What follows belongs to an exercise in optimizing a design on an open flow for small area and a short achievable clock period; a production flow would make more cautious choices.
Only simulation tests tie the RTL to the original design; equivalence was not proved.

==> flow/design.v (outline; a module is shown in full before it is edited, if it fits) <==
// module fsk_corr_forms: 9517 lines
// module fsk_detect_a: 8867 lines
// module fsk_detect_b: 199 lines
// module fsk_timing: 26 lines
// module fsk_frame: 113 lines
// module fskdec: 153 lines
module fskdec (
    input  wire        clk,
    input  wire        rst,
    input  wire        in_valid,
    output wire        in_ready,
    input  wire [15:0] in_sample,
    input  wire        in_eos,
    output wire        out_valid,
    output wire [7:0]  out_byte,
    output wire        done,
    output reg  [2:0]  result,
    output wire        len_coerced,
    output wire [9:0]  invalid_count
);
  // ...
==> flow/run.sh <==
#!/bin/bash
# synth_recipe.tcl (not shown) runs the flow's synth.tcl, then flattens the netlist and writes it again
# the make line also repeats each setting of config.mk as NAME=value (left out here)
make -C /OpenROAD-flow-scripts/flow DESIGN_CONFIG=/design/flow/config.mk WORK_HOME=/design/flow/orfs CLKGATE_MAP_FILE= SYNTH_SCRIPT=/design/flow/synth_recipe.tcl finish
==> flow/config.mk <==
export PLATFORM = sky130hd
export DESIGN_NAME = fskdec
export DESIGN_NICKNAME = fskdec
export VERILOG_FILES = /design/flow/design.v
export SDC_FILE = /design/flow/constraint.sdc
export NUM_CORES = 4
export LEC_CHECK = 0
export CAP_MARGIN = 20
export CORE_MARGIN = 2
export CORE_UTILIZATION = 55
export SLEW_MARGIN = 20
==> flow/constraint.sdc <==
create_clock -name core_clock -period 28.0 [get_ports {clk}]
set_input_delay 5.6000 -clock core_clock [delete_from_list [all_inputs] [get_ports {clk}]]
set_output_delay 5.6000 -clock core_clock [all_outputs]
set_load 0.01 [all_outputs]
==> impl_metrics.json, run 1 <==
{
  "io_buffers": 44,
  "io_pins": 45,
  "layout.nets": 10700,
  "drt-initial-drc-count": 8857,
  "drive_gt1_share_pct": 5.33,
  "multi_input_area_um2": 72800,
  "startpoint": "w1[4]$_SDFFE_PP0P_",
  "design.die.area_um2": 164000,
  "clkSlewWorstSetupHoldPaths_ps": 60,
  "hold_path_class": "flip-flop to flip-flop",
  "seq_area_frac_synth_pct": 8.88,
  "synthMuxAreaShare_pct": 0.186,
  "worstPathCellList": "buf_4 -> inv_1 -> buf_4 -> fa_1 -> inv_1 -> fa_1 -> fa_1 -> fa_1 -> fa_1 -> fa_1 -> inv_1 -> ha_1 -> a2111oi_0 -> o21ai_1 -> o21a_1 -> or3_1 -> o221ai_1 -> nor2b_1 -> nand2b_1 -> or2_2 -> a21oi_1 -> a2bb2oi_1",
  "tns_ps": 0,
  "drv_cap": 0,
  "synth_ff_type": "dfxtp_1",
  "max_freq_ghz": 0.128,
  "syn_avg_cell_area_um2": 10.3,
  "fin_crit_ps": 7840,
  "cts-root-buf": "clkbuf_16",
  "endpoint_kind": "flip-flop",
  "max-slew-margin-rel_pct": 16.7,
  "drv_slew": 0,
  "grt_pass1_wl_mm": 520,
  "synth_edf_count": 0,
  "worstReg2RegStart": "w1[4]$_SDFFE_PP0P_",
  "status": "no timing/DRC/antenna violations",
  "wl_mm": 358
}
==> inputs of run 2 (changes only) <==
==> flow/flow/run.sh (new file) <==
#!/bin/bash
# Own layout flow: the standard flow with two changes.
#  1. After the standard synthesis (run unchanged), flow/fapol.py removes
#     inverters between full adders: a full adder is self-dual, so it can work
#     on complemented inputs and give complemented outputs.  Registers, ports
#     and all other cells are untouched.
#  2. The port buffers that placement inserts on every input and output are
#     sky130_fd_sc_hd__buf_2 cells instead of the default choice.
# Each tool's output goes to a log file of its own in this folder.
set -euo pipefail
R=orfs/results/${FLOW_PLATFORM}/fskdec/base
bash standard.sh synth > synth.log 2>&1
cp "$R/1_2_yosys.v" "$R/1_2_yosys.standard.v"
python3 flow/fapol.py "$R/1_2_yosys.standard.v" "$R/1_2_yosys.v" > fapol.log 2>&1
rm -f "$R/1_synth.odb" "$R/1_synth.sdc"
export BUFFER_PORTS_ARGS="-buffer_cell sky130_fd_sc_hd__buf_2"
bash standard.sh finish > layout.log 2>&1
==> flow/flow/fapol.py (new file) <==
#!/usr/bin/env python3
"""Full-adder polarity pass on a Yosys gate netlist (sky130hd).

A full adder is self-dual: FA(~a, ~b, ~c) = (~sum, ~cout).  After synthesis
many inverters sit between full adders.  This pass removes every inverter,
treats each net as (root net, parity), chooses for each full adder whether it
works on complemented signals (greedy local search, fewest inverters), and
puts back one inverter per root net whose complement some pin still needs.
Registers, ports and all other cells are left as they are.

usage: fapol.py IN.v OUT.v
"""
import re
import sys
from collections import defaultdict

INV_RE = re.compile(r"^sky130_fd_sc_hd__(clk)?inv_(\d+)$")
FA_RE = re.compile(r"^sky130_fd_sc_hd__fa_\d+$")
OUT_PINS = {"X", "Y", "Q", "Q_N", "SUM", "COUT", "HI", "LO"}


def main(src, dst):
    text = open(src).read()
    m = re.search(r"^\s*module\s+(\S+)\s*\((.*?)\);", text, re.S | re.M)
    head_end = m.end()
    endm = text.rindex("endmodule")
    body = text[head_end:endm]
    # split statements
    stmts = [s.strip() for s in body.split(";")]
    decls, assigns, cells = [], [], []
    cell_re = re.compile(r"^(\S+)\s+(\S+)\s*\((.*)\)$", re.S)
    for s in stmts:
        if not s:
            continue
        if s.startswith(("wire", "input", "output", "inout", "reg")):
            decls.append(s)
        elif s.startswith("assign"):
            assigns.append(s)
        else:
            cm = cell_re.match(s)
            if not cm:
                raise SystemExit(f"cannot parse: {s[:200]}")
            typ, name, pins = cm.groups()
            pl = re.findall(r"\.(\w+)\s*\(\s*(.*?)\s*\)\s*(?:,|$)", pins, re.S)
            cells.append([typ, name, [[p, n] for p, n in pl]])
    # nets used in assigns are left alone (never rewired)
    frozen = set()
    for a in assigns:
        for tok in re.findall(r"\\\S+|[A-Za-z_][\w$]*(?:\[\d+\])?", a[len("assign"):]):
            frozen.add(tok)
    # inverters: out -> in
    inv_of = {}
    keep_inv = []
    for c in cells:
        typ, name, pins = c
        if INV_RE.match(typ):
            pd = dict(pins)
            y, a = pd.get("Y"), pd.get("A")
            if y is None or a is None or y in frozen or a in frozen or a.startswith("1'"):
                keep_inv.append(c)
                continue
            inv_of[y] = a
    ninv0 = len(inv_of)

    def root(n):
        par = 0
        seen = 0
        while n in inv_of:
            n = inv_of[n]
            par ^= 1
            seen += 1
            if seen > 100:
                raise SystemExit("inverter loop")
        return n, par

    fas = [c for c in cells if FA_RE.match(c[0])]
    others = [c for c in cells if not FA_RE.match(c[0]) and not (INV_RE.match(c[0]) and dict(c[2]).get("Y") in inv_of)]
    port_outs = set()
    for d in decls:
        if d.startswith("output"):
            for tok in re.findall(r"\\\S+|[A-Za-z_][\w$]*", d.split(None, 1)[1] if not d.split()[1].startswith("[") else d.split("]", 1)[1]):
                port_outs.add(tok)
    # demands: list of (root, parity, consumer id) ; consumer id -1 for fixed
    # FA index -> list of input (root, parity) ; FA outputs are roots
    fa_in = []
    fa_out = []
    for i, (typ, name, pins) in enumerate(fas):
        pd = dict(pins)
        fa_in.append([root(pd[p]) for p in ("A", "B", "CIN")])
        fa_out.append([pd.get("SUM"), pd.get("COUT")])
    out_owner = {}
    for i, outs in enumerate(fa_out):
        for n in outs:
            if n is not None:
                out_owner[n] = i
    # fixed demands from other cells' input pins and from output ports / frozen nets
    fixed = defaultdict(set)   # root -> set of required parity (wrt original root meaning)
    for typ, name, pins in others:
        for p, n in pins:
            if p in OUT_PINS:
                continue
            if n.startswith("1'") or n.startswith("{"):
                continue
            r, par = root(n)
            fixed[r].add(par)
    # every net that is an output port or frozen and is an inverter output keeps its meaning
    for n in list(port_outs | frozen):
        if n in inv_of:
            r, par = root(n)
            fixed[r].add(par)
    flip = [0] * len(fas)
    # consumers of each root by FA pin
    fa_cons = defaultdict(list)    # root -> list of (fa index, parity)
    for i, ins in enumerate(fa_in):
        for r, par in ins:
            fa_cons[r].append((i, par))

    def phys(r):
        i = out_owner.get(r)
        return flip[i] if i is not None else 0

    def need_inv(r):
        ph = phys(r)
        for par in fixed.get(r, ()):
            if par != ph:
                return 1
        for i, par in fa_cons.get(r, ()):
            if (par ^ flip[i]) != ph:
                return 1
        return 0

    def local_roots(i):
        rs = set(r for r, _ in fa_in[i])
        rs.update(n for n in fa_out[i] if n is not None)
        return rs

    pinned = set(out_owner[n] for n in (port_outs | frozen) if n in out_owner)
    changed = True
    it = 0
    while changed and it < 50:
        changed = False
        it += 1
        for i in range(len(fas)):
            if i in pinned:
                continue
            rs = local_roots(i)
            before = sum(need_inv(r) for r in rs)
            flip[i] ^= 1
            after = sum(need_inv(r) for r in rs)
            if after < before:
                changed = True
            else:
                flip[i] ^= 1
    roots_needing = [r for r in set(list(fixed) + list(fa_cons)) if need_inv(r)]
    sys.stderr.write(f"inverters before {ninv0} after {len(roots_needing)}; flipped {sum(flip)} of {len(fas)} FAs\n")
    if dst is None:
        return
    # rewrite
    newname = {}
    new_inv = []
    for k, r in enumerate(sorted(roots_needing)):
        nn = f"_fapol_n{k}_"
        newname[r] = nn
        new_inv.append(["sky130_fd_sc_hd__inv_1", f"_fapol_i{k}_", [["A", r], ["Y", nn]]])

    def physical_net(r, want):
        """net carrying root r at parity want (0 original meaning)"""
        return r if want == phys(r) else newname[r]

    for i, (typ, name, pins) in enumerate(fas):
        for pp in pins:
            p, n = pp
            if p in ("A", "B", "CIN"):
                r, par = root(n)
                pp[1] = physical_net(r, par ^ flip[i])
    for c in others:
        for pp in c[2]:
            p, n = pp
            if p in OUT_PINS or n.startswith("1'") or n.startswith("{"):
                continue
            if n in inv_of or n in out_owner:
                r, par = root(n)
                pp[1] = physical_net(r, par)
    # output ports / frozen nets that were inverter outputs need a driver: keep a buffer-like inverter
    extra = []
    for n in sorted(port_outs | frozen):
        if n in inv_of:
            r, par = root(n)
            # n must carry root at parity par; drive it by an inverter from the opposite physical polarity
            src_net = physical_net(r, par ^ 1)
            extra.append(("sky130_fd_sc_hd__inv_1", f"_fapol_o{len(extra)}_", [["A", src_net], ["Y", n]]))
    # also FA outputs that are output ports / frozen keep meaning: need handling
    for n in sorted(port_outs | frozen):
        if n in out_owner and phys(n) == 1:
            raise SystemExit(f"flipped FA drives port/frozen net {n}")
    # size each new inverter by the number of pins it drives
    load = defaultdict(int)
    for typ, name, pins in [c for c in cells if FA_RE.match(c[0])] + others + extra:
        for p, n in pins:
            if p not in OUT_PINS:
                load[n] += 1
    for c in new_inv:
        f = load[c[2][1][1]]
        c[0] = "sky130_fd_sc_hd__inv_" + ("1" if f <= 3 else "2" if f <= 8 else "4")
    new_decls = list(decls)
    for k in range(len(roots_needing)):
        new_decls.append(f"wire _fapol_n{k}_")
    out = [text[:head_end]]
    for d in new_decls:
        out.append("  " + d + " ;")
    for a in assigns:
        out.append("  " + a + " ;")
    allc = [c for c in cells if FA_RE.match(c[0])] + others + new_inv + extra
    for typ, name, pins in allc:
        ps = ",\n    ".join(f".{p}({n} )" for p, n in pins)
        out.append(f"  {typ} {name} (\n    {ps}\n  ) ;")
    out.append("endmodule")
    out.append(text[endm + len("endmodule"):])
    open(dst, "w").write("\n".join(out))


if __name__ == "__main__":
    main(sys.argv[1], sys.argv[2] if len(sys.argv) > 2 else None)
==> flow/standard.sh (new file) <==
#!/bin/bash
# synth_recipe.tcl (not shown) runs the flow's synth.tcl, then flattens the netlist and writes it again
# the make line also repeats each setting of config.mk as NAME=value (left out here)
make -C /OpenROAD-flow-scripts/flow DESIGN_CONFIG=/design/flow/config.mk WORK_HOME=/design/flow/orfs CLKGATE_MAP_FILE= SYNTH_SCRIPT=/design/flow/synth_recipe.tcl "${@:-finish}"
removed: flow/run.sh
==> run 2 against run 1 <==
  * Clock skew decreased by 36 ps
  * Highest routed layer unchanged
  * Global-route usage rose by 1.1 points
  * Cell area fell by 3.2%
  * Sequential share of layout area up 0.27 points
  * Routed wire length shrank 0.36%
  * Count of clock-buffer cells in the layout down 7
  * Critical endpoint is now two2[14]$_DFF_P_
  * Flip-flop and latch count unchanged
  * Largest cell class unchanged
  * Non-clock buffer count shrank 22
  * Critical path type unchanged
  * First-iteration DRC count rose by 0.85%
==> impl_metrics.json, run 2 <==
{
  "drt-initial-drc-count": 8932,
  "dp.cells": 9599,
  "io_pins": 45,
  "cts_sinks": 393,
  "rows": 145,
  "cp.arrival_ps": 8710,
  "clockBufferDepth": 3,
  "worstPathCellList": "inv_4 -> fa_1 -> fa_1 -> fa_1 -> fa_1 -> fa_1 -> fa_1 -> fa_1 -> inv_1 -> ha_1 -> and4_1 -> nand4_1 -> a211oi_1 -> or2_2 -> o221ai_1 -> a221oi_1 -> a211o_1 -> mux2_2 -> a31oi_1 -> o221ai_1",
  "cp_num_buf_inv": 2,
  "grt_use_total_pct": 45.7,
  "core_um2": 156000,
  "clk_latency_ps": 730,
  "dp_slack_ps": 19790,
  "largestRegisters": "f1 (33), f3 (32)",
  "design.die.area_um2": 160000,
  "syn_inst": 7947,
  "first_global_vias": 71100,
  "critPathKind": "flip-flop to flip-flop",
  "cts_tree": "yes",
  "wl_mm": 356,
  "crit_slowest_cell": "a221oi_1",
  "critPathTopFamily": "adder cells",
  "initial_core_util_pct": 55.3,
  "endpoint_kind": "flip-flop",
  "wl_per_cell_um": 36.7,
  "vias": 66000,
  "cts_buffers": 51,
  "syn_avg_cell_area_um2": 10.9,
  "final_common_cell": "fa_1",
  "final_hold_viol_count": 0,
  "cts.hold.buffers_added": 0,
  "rsz0062_at_grt": "no",
  "required_ps": 28550,
  "start_kind": "flip-flop",
  "io_buffers": 44,
  "via_per_inst": 6.80,
  "crit_fanout": 18,
  "n_fill_cell": 13300,
  "max-slew-margin-rel_pct": 12.4,
  "gr-total-overflow": 0,
  "synth_nets": 10400,
  "postCtsSetupRepairBufs": 0,
  "setup_viol": 0,
  "utilization_pct": 57.9,
  "postRouteAntennaNets": 0,
  "yosys_warnings": 3,
  "cts-root-buf": "clkbuf_16",
  "status": "no timing/DRC/antenna violations",
  "cts_resized": 0,
  "post-route-period-util_pct": 29.2,
  "drt_pass1_iterations": 9,
  "cp_common_cell": "fa_1",
  "drv_slew": 0,
  "htreeDepth": 2,
  "die_x_um": 400,
  "grt_pass1_wl_mm": 516,
  "tns_ps": 0,
  "antenna_found_initial": 11,
  "post-route-drc-count": 0,
  "worstHoldPathCells": 1,
  "skew_ps": 74.8,
  "max_freq_ghz": 0.122,
  "drive_gt1_share_pct": 7.06,
  "largest_reg_flops": 33,
  "mostFrequentLayoutCells": "fa_1, a22oi_1, xor2_1, inv_1, nand2_1",
  "die_h_um": 400,
  "cp.depth": 20,
  "syn2layout_area_growth_pct": 4.65,
  "dp_hpwl_mm": 245,
  "fin_ws_ps": 19830,
  "worstRegToRegCells": 20,
  "clkSlewWorstSetupHoldPaths_ps": 60,
  "fin_crit_ps": 8170,
  "layout.nets": 10100,
  "regMostFlops": "f1",
  "tightest_slew_ps": 1310,
  "gp_congestion": 1.02,
  "final_cells": 9704,
  "hold_path_class": "flip-flop to flip-flop",
  "max_stage_delay_ps": 900,
  "drv_cap": 0,
  "grt_max_degree": 82,
  "syn_area_um2": 86300
}
-- run 2: cell types whose count changed in the layout (fill, tap and decap cells not counted), sizes merged --
cell	before	now
clkdlybuf4s50	44	0
diode	7	8
buf	274	296
inv	1392	758
clkinv	14	11
bufinv	11	9
clkbuf	69	62
-- run 2: through the flow --
step           cell area [um2]  hold WS, ps
2_1_floorplan            86300          383
3_3_place_gp             88300          420
3_5_place_dp             88300          424
4_1_cts                  90200          438
5_1_grt                  90300          448
6_report                 90300          434
-- run 2: layout make-up --
class                           count  area, um2  area share [%]
Sequential cell                   393       7920            8.77
Clock buffer                       62       1390            1.54
Timing Repair Buffer              296       2110            2.34
Clock inverter                     34        527           0.584
Multi-Input combinational cell   6104      72800            80.7
Inverter                          749       2890            3.20
Antenna cell                        8       20.0          0.0222
Tap cell                         2058       2570            2.85
-- run 2: final timing paths --
check / start / slack, ps / to
setup / recovery: w1[3]$_SDFFE_PP0P_ / 19830 / two2[14]$_DFF_P_
hold reg to reg: eos2$_DFF_P_ / 430 / eos3$_DFF_P_
setup reg to reg: w1[3]$_SDFFE_PP0P_ / 19830 / two2[14]$_DFF_P_
hold / removal: eos2$_DFF_P_ / 430 / eos3$_DFF_P_
-- run 2: layer usage --
metal / vias up / routed length [um] / track usage (%)
met3: 1643 / 49500 / 17.6
met2: 5292 / 152000 / 66.7
met4: 10 / 26100 / 25.3
met5: - / 103 / 0
li1: 25100 / - / -
met1: 33900 / 129000 / 58.4
-- run 2: worst register-to-register path: cells and delay by family, from the launching register on --
family,cells,cell delay [ps]
fa+ha+maj,8,3870
compound gates,6,2000
flops,1,840
simple gates,3,510
buf+inv,2,500
mux,1,350

## separate check: timing with driven ports
The results above use ideal ports. As a check the final layouts listed here were re-extracted and re-timed, cells and wires unchanged. Step 1: set_driving_cell puts a clkbuf_16 on clk and a buf_2 on each other input, an assumption about the parent block. Step 2 also shifts input and output timing later by t, the mid clock arrival at the registers, as if the neighbouring blocks saw the same clock. Slacks: ideal ports / drivers / drivers and shift; pairs: ideal ports / drivers.
run | shift t [ns] | setup WS [ns] | worst setup path at the end | worst data-port slew with drivers (ns)
run 1 | 0.790 | 20.157 / 20.157 / 20.157 | register to register | 0.06
run 2 | 0.779 | 19.834 / 19.834 / 19.834 | register to register | 0.09
After both steps setup and hold are still met in every run listed.
